Background: an optimization exercise with open tools, aiming at small area. Do not read the settings as production practice.
Only simulation tests tie the RTL to the original design; equivalence was not proved.

**design/flow/design.v**
```verilog
module bisecur_match (
    input  wire [31:0] d,
    input  wire [31:0] n,
    input  wire [31:0] delta,
    output wire        m
);
    wire [31:0] diff = (d >= n) ? (d - n) : (n - d);
    assign m = (diff < delta);
endmodule
module bisecur_codec #(
    parameter [31:0] REPEAT_DEFAULT = 32'd1
) (
    input  wire         clk,
    input  wire         rst,
    input  wire [31:0]  te_short,
    input  wire [31:0]  te_delta,
    input  wire         op_valid,
    input  wire [7:0]   op_code,
    input  wire         op_level,        
    input  wire [31:0]  op_dur,          
    input  wire         op_en,           
    input  wire         op_src,          
    input  wire         op_key_valid,    
    input  wire         op_rep_valid,
    input  wire [15:0]  op_bit_count,    
    input  wire [31:0]  op_repeat,       
    input  wire [175:0] op_key,          
    output reg          rsp_valid,
    output reg  [2:0]   rsp_status,
    output reg          rsp_sym_valid,
    output reg          rsp_sym_level,
    output reg  [31:0]  rsp_sym_dur,
    output reg          pkt_ready,
    output wire         rx_full,
    output wire [175:0] pkt_key,
    output wire [7:0]   pkt_calc,
    output wire         pkt_known,
    output wire         pkt_ok,
    output wire         pkt_valid
);
    localparam [7:0] OP_DEC_RESET     = 8'h30;
    localparam [7:0] OP_DEC_FEED      = 8'h31;
    localparam [7:0] OP_DEC_SETCB     = 8'h32;
    localparam [7:0] OP_PKT_PARSE     = 8'h42;
    localparam [7:0] OP_PKT_SERIALIZE = 8'h43;
    localparam [7:0] OP_ENC_LOAD      = 8'h50;
    localparam [7:0] OP_ENC_YIELD     = 8'h51;
    localparam [7:0] OP_ENC_STOP      = 8'h52;
    localparam [2:0] ST_OK        = 3'd0;
    localparam [2:0] ST_BITCOUNT  = 3'd1;
    localparam [2:0] ST_MISSING   = 3'd2;
    localparam [2:0] ST_NOT_READY = 3'd3;
    localparam [2:0] ST_ILLEGAL   = 3'd4;
    localparam [2:0] S_RST  = 3'd0;
    localparam [2:0] S_PAS  = 3'd1;
    localparam [2:0] S_PHVL = 3'd2;
    localparam [2:0] S_PAL  = 3'd3;
    localparam [2:0] S_FD   = 3'd4;
    localparam [2:0] S_CPL  = 3'd5;
    wire [31:0] te_long    = te_short << 1;
    wire [31:0] n_firstlow = te_short + (te_short >> 1);
    wire [31:0] n_mark     = te_short << 3;
    wire [31:0] n_term     = te_long + te_short + (te_short >> 1);
    wire m_short, m_long, m_firstlow, m_mark, m_term;
    bisecur_match u_m_short    (.d(op_dur), .n(te_short),   .delta(te_delta), .m(m_short));
    bisecur_match u_m_long     (.d(op_dur), .n(te_long),    .delta(te_delta), .m(m_long));
    bisecur_match u_m_firstlow (.d(op_dur), .n(n_firstlow), .delta(te_delta), .m(m_firstlow));
    bisecur_match u_m_mark     (.d(op_dur), .n(n_mark),     .delta(te_delta), .m(m_mark));
    bisecur_match u_m_term     (.d(op_dur), .n(n_term),     .delta(te_delta), .m(m_term));
    reg [2:0]   dstate;
    reg [7:0]   dcnt;
    reg [175:0] dbuf;
    reg         md_pend;
    reg         md_lvl;
    reg         cb_en;
    reg [175:0] pbuf;
    reg [7:0]   p_calc;
    reg         p_known;
    reg         p_ok;
    reg         p_valid;
    reg [175:0] ebuf;
    reg [31:0]  erep;
    reg         eactive;
    reg         e_hdr;       
    reg [5:0]   e_hpos;      
    reg [7:0]   e_dk;        
    reg         e_sub;       
    assign rx_full   = (dstate == S_CPL);
    assign pkt_key   = pbuf;
    assign pkt_calc  = p_calc;
    assign pkt_known = p_known;
    assign pkt_ok    = p_ok;
    assign pkt_valid = p_valid;
    wire [175:0] parse_src = op_src ? op_key : dbuf;
    reg [7:0] crc_a, crc_b, ra, rb;
    integer i, j;
    always @* begin
        ra = 8'h00;
        for (i = 1; i <= 20; i = i + 1) begin
            ra = ra ^ parse_src[175 - 8*i -: 8];
            for (j = 0; j < 8; j = j + 1)
                ra = ra[7] ? ((ra << 1) ^ 8'h07) : (ra << 1);
        end
        crc_a = (~ra) ^ 8'h55;
        rb = 8'hFF;
        for (i = 0; i <= 20; i = i + 1) begin
            rb = rb ^ parse_src[175 - 8*i -: 8];
            for (j = 0; j < 8; j = j + 1)
                rb = rb[0] ? ((rb >> 1) ^ 8'hE0) : (rb >> 1);
        end
        crc_b = rb;
    end
    wire [7:0] src_type = parse_src[175:168];
    wire [7:0] src_crc  = parse_src[7:0];
    wire       src_known = (src_type == 8'h50) || (src_type == 8'h70);
    wire [7:0] src_calc  = (src_type == 8'h50) ? crc_a :
                           (src_type == 8'h70) ? crc_b : 8'h00;
    wire       e_cur_bit  = (e_dk < 8'd176) ? ebuf[8'd175 - e_dk] : 1'b0;
    wire       e_prev_bit = (e_dk != 8'd0)  ? ebuf[8'd176 - e_dk] : 1'b0;
    wire kind_short = m_short || ((dcnt == 8'd175) && m_term);
    wire kind_long  = !kind_short && m_long;
    always @(posedge clk) begin
        if (rst) begin
            dstate        <= S_RST;
            dcnt          <= 8'd0;
            dbuf          <= 176'd0;
            md_pend       <= 1'b0;
            md_lvl        <= 1'b0;
            cb_en         <= 1'b0;
            pbuf          <= 176'd0;
            p_calc        <= 8'h00;
            p_known       <= 1'b0;
            p_ok          <= 1'b0;
            p_valid       <= 1'b0;
            ebuf          <= 176'd0;
            erep          <= 32'd0;
            eactive       <= 1'b0;
            e_hdr         <= 1'b1;
            e_hpos        <= 6'd0;
            e_dk          <= 8'd0;
            e_sub         <= 1'b0;
            rsp_valid     <= 1'b0;
            rsp_status    <= ST_OK;
            rsp_sym_valid <= 1'b0;
            rsp_sym_level <= 1'b0;
            rsp_sym_dur   <= 32'd0;
            pkt_ready     <= 1'b0;
        end else begin
            rsp_valid     <= op_valid;
            rsp_status    <= ST_OK;
            rsp_sym_valid <= 1'b0;
            rsp_sym_level <= 1'b0;
            rsp_sym_dur   <= 32'd0;
            pkt_ready     <= 1'b0;
            if (op_valid) begin
                case (op_code)
                OP_DEC_RESET: begin
                    dstate  <= S_RST;
                    dcnt    <= 8'd0;
                    dbuf    <= 176'd0;
                    md_pend <= 1'b0;
                    md_lvl  <= 1'b0;
                end
                OP_DEC_SETCB: cb_en <= op_en;
                OP_DEC_FEED: begin
                    case (dstate)
                    S_RST: begin
                        if (!op_level && m_firstlow)
                            dstate <= S_PAS;
                    end
                    S_PAS: begin
                        if (op_level && m_mark)
                            dstate <= S_PHVL;
                        else if (!m_short) begin
                            dstate <= S_RST; dcnt <= 8'd0; dbuf <= 176'd0;
                            md_pend <= 1'b0; md_lvl <= 1'b0;
                        end
                    end
                    S_PHVL: begin
                        if (!op_level && m_long)
                            dstate <= S_PAL;
                        else begin
                            dstate <= S_RST; dcnt <= 8'd0; dbuf <= 176'd0;
                            md_pend <= 1'b0; md_lvl <= 1'b0;
                        end
                    end
                    S_PAL: begin
                        if (!op_level && m_short) begin
                            md_pend <= 1'b1;
                            md_lvl  <= 1'b0;
                            dstate  <= S_FD;
                        end else if (!m_long) begin
                            dstate <= S_RST; dcnt <= 8'd0; dbuf <= 176'd0;
                            md_pend <= 1'b0; md_lvl <= 1'b0;
                        end
                    end
                    S_FD: begin
                        if (!kind_short && !kind_long) begin
                            dstate <= S_RST; dcnt <= 8'd0; dbuf <= 176'd0;
                            md_pend <= 1'b0; md_lvl <= 1'b0;
                        end else if (!md_pend) begin
                            if (kind_short) begin
                                md_pend <= 1'b1;
                                md_lvl  <= op_level;
                            end else begin
                                dstate <= S_RST; dcnt <= 8'd0; dbuf <= 176'd0;
                                md_pend <= 1'b0; md_lvl <= 1'b0;
                            end
                        end else if (op_level == md_lvl) begin
                            dstate <= S_RST; dcnt <= 8'd0; dbuf <= 176'd0;
                            md_pend <= 1'b0; md_lvl <= 1'b0;
                        end else begin
                            if (kind_long) begin
                                md_pend <= 1'b1;
                                md_lvl  <= op_level;
                            end else begin
                                md_pend <= 1'b0;
                                md_lvl  <= 1'b0;
                            end
                            dbuf[8'd175 - dcnt] <= md_lvl;
                            dcnt <= dcnt + 8'd1;
                            if (dcnt == 8'd175) begin
                                if (cb_en) begin
                                    dstate    <= S_CPL;
                                    pkt_ready <= 1'b1;
                                end else begin
                                    dstate <= S_RST; dcnt <= 8'd0; dbuf <= 176'd0;
                                    md_pend <= 1'b0; md_lvl <= 1'b0;
                                end
                            end
                        end
                    end
                    default: ;  
                    endcase
                end
                OP_PKT_PARSE: begin
                    if (!op_src && dstate != S_CPL) begin
                        rsp_status <= ST_NOT_READY;
                    end else begin
                        pbuf    <= parse_src;
                        p_known <= src_known;
                        p_calc  <= src_calc;
                        p_ok    <= src_known && (src_calc == src_crc);
                        p_valid <= 1'b1;
                    end
                end
                OP_PKT_SERIALIZE: begin
                    if (!p_valid)
                        rsp_status <= ST_NOT_READY;
                end
                OP_ENC_LOAD: begin
                    if (op_bit_count != 16'd176) begin
                        eactive    <= 1'b0;
                        rsp_status <= ST_BITCOUNT;
                    end else if (!op_key_valid) begin
                        eactive    <= 1'b0;
                        rsp_status <= ST_MISSING;
                    end else begin
                        ebuf    <= op_key;
                        erep    <= op_rep_valid ? op_repeat : REPEAT_DEFAULT;
                        eactive <= 1'b1;
                        e_hdr   <= 1'b1;
                        e_hpos  <= 6'd0;
                        e_dk    <= 8'd0;
                        e_sub   <= 1'b0;
                    end
                end
                OP_ENC_YIELD: begin
                    if (!eactive || erep == 32'd0) begin
                        eactive <= 1'b0;    
                    end else begin
                        rsp_sym_valid <= 1'b1;
                        if (e_hdr) begin
                            rsp_sym_level <= e_hpos[0];
                            if (e_hpos == 6'd0)
                                rsp_sym_dur <= n_firstlow;
                            else if (e_hpos == 6'd41)
                                rsp_sym_dur <= n_mark;
                            else if (e_hpos >= 6'd42)
                                rsp_sym_dur <= te_long;
                            else
                                rsp_sym_dur <= te_short;
                            if (e_hpos == 6'd45) begin
                                e_hdr <= 1'b0;
                                e_dk  <= 8'd0;
                                e_sub <= 1'b0;
                            end else begin
                                e_hpos <= e_hpos + 6'd1;
                            end
                        end else if (e_dk == 8'd0) begin
                            rsp_sym_level <= e_cur_bit;
                            rsp_sym_dur   <= te_short;
                            e_dk          <= 8'd1;
                        end else if (e_dk == 8'd176) begin
                            rsp_sym_level <= ~e_prev_bit;
                            rsp_sym_dur   <= n_term;
                            erep          <= erep - 32'd1;
                            e_hdr         <= 1'b1;
                            e_hpos        <= 6'd0;
                            e_dk          <= 8'd0;
                            e_sub         <= 1'b0;
                        end else if (e_sub) begin
                            rsp_sym_level <= e_cur_bit;
                            rsp_sym_dur   <= te_short;
                            e_sub         <= 1'b0;
                            e_dk          <= e_dk + 8'd1;
                        end else if (e_cur_bit == e_prev_bit) begin
                            rsp_sym_level <= ~e_prev_bit;
                            rsp_sym_dur   <= te_short;
                            e_sub         <= 1'b1;
                        end else begin
                            rsp_sym_level <= ~e_prev_bit;
                            rsp_sym_dur   <= te_long;
                            e_dk          <= e_dk + 8'd1;
                        end
                    end
                end
                OP_ENC_STOP: eactive <= 1'b0;
                default: rsp_status <= ST_ILLEGAL;
                endcase
            end
        end
    end
endmodule
```
**design/flow/run.sh**
```bash
#!/bin/bash
# synth_recipe.tcl (not shown) runs the flow's synth.tcl, then flattens the netlist and writes it again
# the make line also repeats each setting of config.mk as NAME=value (left out here)
make -C /OpenROAD-flow-scripts/flow DESIGN_CONFIG=/design/flow/config.mk WORK_HOME=/design/flow/orfs CLKGATE_MAP_FILE= SYNTH_SCRIPT=/design/flow/synth_recipe.tcl finish
```
**design/flow/config.mk**
```make
export PLATFORM = sky130hd
export DESIGN_NAME = bisecur_codec
export DESIGN_NICKNAME = bisecur_codec
export VERILOG_FILES = /design/flow/design.v
export SDC_FILE = /design/flow/constraint.sdc
export NUM_CORES = 4
export LEC_CHECK = 0
export CAP_MARGIN = 20
export CORE_MARGIN = 2
export CORE_UTILIZATION = 40
export SLEW_MARGIN = 20
```
**design/flow/constraint.sdc**
```tcl
create_clock -name core_clock -period 14.0 [get_ports {clk}]
set_input_delay 2.8000 -clock core_clock [delete_from_list [all_inputs] [get_ports {clk}]]
set_output_delay 2.8000 -clock core_clock [all_outputs]
set_load 0.01 [all_outputs]
```
==> impl_metrics.csv <==
group,metric,value,unit
flow_run,drv_cap,0,
sta,maxSlewHeadroom,14.5,%
floorplanning,die_x,400,um
cts,cts_root_buffer,"clkbuf_16",
worst_hold_path,whs_endpoint,"p_calc[5]",
floorplanning,core-area,156000,um^2
synthesis,synth_area,62600,um^2
cts,clock_sinks,641,
sta,setup-violations-final,0,
detailed_routing,routed_wl,283,mm
outcome,status,"finished clean",
placed_design,dpl.hpwl,227,mm
finish,final_nets,9326,
global_routing,overflow,0,
cts,cts_tree,"done",
detailed_routing,vias,61300,
synthesis,synth.avg_cell_area,8.11,um^2
global_routing,grt_pass1_vias,58700,
detailed_routing,drc,0,
detailed_routing,wl_per_cell,26.8,um
worst_setup_path,r2r-start,"dbuf[173]",
placed_design,dp.cells,10400,
floorplanning,fp.dieArea,160000,um^2
global_routing,grt_max_degree,115,
detailed_routing,postRouteAntennaNets,0,
finish,final_util,49.3,%
synthesis,ys_warn_count,1,
finish,drive_gt1_share,12.4,%
worst_setup_path,startpoint_type,"input pin",
finish,syn_to_final_growth,22.7,%
worst_setup_path,rr_worst_depth,34,
detailed_routing,drt-initial-drc-count,5454,
floorplanning,rows,145,
global_routing,track_usage,33.9,%
sta,finalCritPeriodShare,95.7,%
sta,fmax,74.6,MHz
worst_setup_path,cp_slowest_cell,"or3_1",
worst_hold_path,whs_path_depth,2,
floorplanning,chipHeight,400,um
worst_setup_path,reg2reg_slack,3.56,ns
finish,final_cells,10500,
worst_hold_path,hold_class,"reg -> reg",
worst_hold_path,hold_start,"p_calc[5]",
sta,final_hold_viol_count,0,
cts,htreeDepth,3,
detailed_routing,via_per_inst,5.82,
worst_setup_path,crit_required,14.59,ns
cts,clk_path_buf_depth,3,
sta,fin_worst_skew,0.0827,ns
synthesis,ys_types,81,
worst_setup_path,arrival,13.99,ns
synthesis,synth_edf_count,0,
cts,clock_latency,0.73,ns
detailed_routing,firstDrtPassIters,6,
worst_setup_path,worstSetupEndpointType,"flop",
worst_setup_path,cpMostUsedCell,"a21oi_2",
synthesis,async_reset_ff_share,0,%
placed_design,gp_congestion,0.979,
synthesis,syn_inst,7721,
synthesis,syn_nets,8639,
worst_setup_path,critical-path-max-stage-delay,0.50,ns
floorplanning,io_pins,563,
synthesis,synth_ff_type,"dfxtp_1",
cts,cts_hold_buf,0,
global_routing,antenna_found_initial,13,
cts,path_clk_slew,0.06,ns
worst_setup_path,critPathMaxFanout,25,
placed_design,portBuffers,562,
floorplanning,initial_core_util,40.2,%
global_routing,grt_pass1_wl,402,mm
synthesis,ys_seq_elements,641,
sta,finalWorstSetupSlack,0.600,ns
sta,rsz0062_at_grt,"true",
sta,period_minus_slack,13.40,ns
synthesis,seq_area_frac_synth,20.5,%
sta,worst_pin_slew,1.28,ns
worst_setup_path,worstSetupPathType,"in -> reg",
worst_setup_path,r2r_end,"p_calc[4]",
cts,cts_buffers,78,
placed_design,pre_cts_ws,-1.51,ns
sta,slew_violations,0,
-- cell usage in the layout (no fill, tap or decap), types with 83 or more instances in the layout --
cell / count
mux4_2: 113
a211oi_1: 198
xnor2_1: 808
dfxtp_1: 637
inv_1: 304
nand4_1: 83
nor2_1: 461
o21bai_1: 133
nand3_1: 95
clkbuf_16: 84
buf_4: 486
a21oi_1: 854
nand2_1: 827
o21ai_0: 443
a21o_1: 210
mux2i_1: 281
xor2_1: 306
ha_1: 533
clkdlybuf4s50_1: 555
-- cell type report --
class	count	area (um^2)
Antenna cell	5	12.5
Multi-Input combinational cell	6308	47800
Clock buffer	112	2280
Clock inverter	28	398
Inverter	307	1150
Fill cell	15100	79000
Tap cell	2058	2570
Sequential cell	641	12800
Timing Repair Buffer	1072	9750
-- worst max-delay path by stage --
stage,to,depth (start not counted),slack [ns],start
after floorplan,p_ok,58,-0.02,op_src
after global placement,dbuf[29],74,-1.44,te_short[1]
after detailed placement,dbuf[90],75,-1.51,te_short[1]
after CTS,dbuf[21],76,0.01,te_short[2]
after global routing,dbuf[41],76,-0.15,te_short[1]
final,dbuf[67],67,0.60,te_short[1]
-- worst max-delay path, delay by kind of cell --
kind	cells	cell delay, ns
AOI/OAI and AO/OA	38	5.92
adders and majority gates	5	1.70
muxes	1	0.18
buffers and inverters	8	1.36
and+or+nand+nor	13	1.60
xor gates and xnor gates	2	0.36
-- registers in the layout, summed over array words and instances, names as in the netlist, 6 cells and up --
register / count
dbuf: 176
dcnt: 8
e_dk: 8
e_hpos: 6
ebuf: 176
erep: 32
p_calc: 8
pbuf: 176
rsp_sym_dur: 32
-- layer usage --
layer	global-route usage, %	vias to the layer above	part of all wire (%)
met3	5.49	810	6.9
li1	-	28400	-
met2	56.6	2717	47
met1	40.2	29300	38
met4	22.3	16	7.9
met5	0	-	0.033
-- per-stage QoR --
stage          hold WS, ns  cell area (um^2)  setup TNS [ns]
5_1_grt              0.477             76800           -3.83
4_1_cts              0.457             76000               0
6_report             0.455             76800               0
2_1_floorplan        0.436             63000         -0.0205
3_3_place_gp         0.445             73100         -235.35
3_5_place_dp         0.449             73100         -240.62
-- cell usage after synthesis (6+ instances only) --
master	number	area (um^2)
nor4_1	13	81.3
a21o_1	212	1590
o211ai_1	41	308
buf_2	20	100
nand2_1	837	3140
a221o_1	11	110
nor3b_1	7	52.6
mux4_2	113	2540
nor2b_1	79	494
o311ai_0	6	52.6
nor2_1	486	1820
xnor3_1	39	878
o21bai_1	138	1040
xor2_2	10	163
fa_1	42	841
xnor2_4	6	165
xnor2_1	827	7240
a211oi_1	198	1490
mux2i_1	281	2810
dfxtp_1	641	12800
clkbuf_1	402	1510
a31oi_1	23	144
a22oi_1	27	203
xor2_1	309	2710
nand4_1	83	519
a221oi_1	51	447
and2_1	7	43.8
ha_1	540	6760
nand2b_1	66	413
a21boi_0	21	158
and3_1	18	113
or3_1	28	175
o21ai_0	463	2320
nand3_1	98	490
buf_1	45	169
a21oi_1	921	4610
inv_1	305	1140
o31ai_1	23	173
o21a_1	17	128
xnor2_2	50	813
mux2_2	25	282
nor3_1	84	420
-- cells by family after synthesis --
kind of cell,Yosys count,synth area share [%]
compound gates,2208,21.2
simple gates,1834,12.8
xor+xnor,1250,19.5
buf+inv,780,4.77
flops,641,20.5
fa+ha+maj,582,12.1
mux,426,9.20
-- repair_timing --
action,in CTS,in global routing
setup endpoints to repair,187,190
pin swaps,6,76
cloned,0,16
resized for setup,39,133
buffers inserted,2,14

[port drivers added, routing unchanged]
Ports are ideal in the flow. The routed layout listed here was re-timed in OpenROAD.
Step 1, drivers: a clkbuf_16 drives clk and a buf_2 each remaining input, both assumed.
Step 2 adds t to the input delays and takes it off the output delays; t is the mean of the earliest and latest rising clock arrival at the registers after step 1. Input paths then give back, and output paths get back, about the clock's delay inside the block.
Three values: ideal, step 1, step 2; two values: the first two.
t (ns): 0.778
setup WS [ns]: 0.600 / 0.669 / -0.110
worst setup path at the end: input to register
Met with ideal ports but missed after step 2: setup timing in this run. The setup slack of this run moves by +0.069 ns with the drivers and by -0.710 ns with both steps.
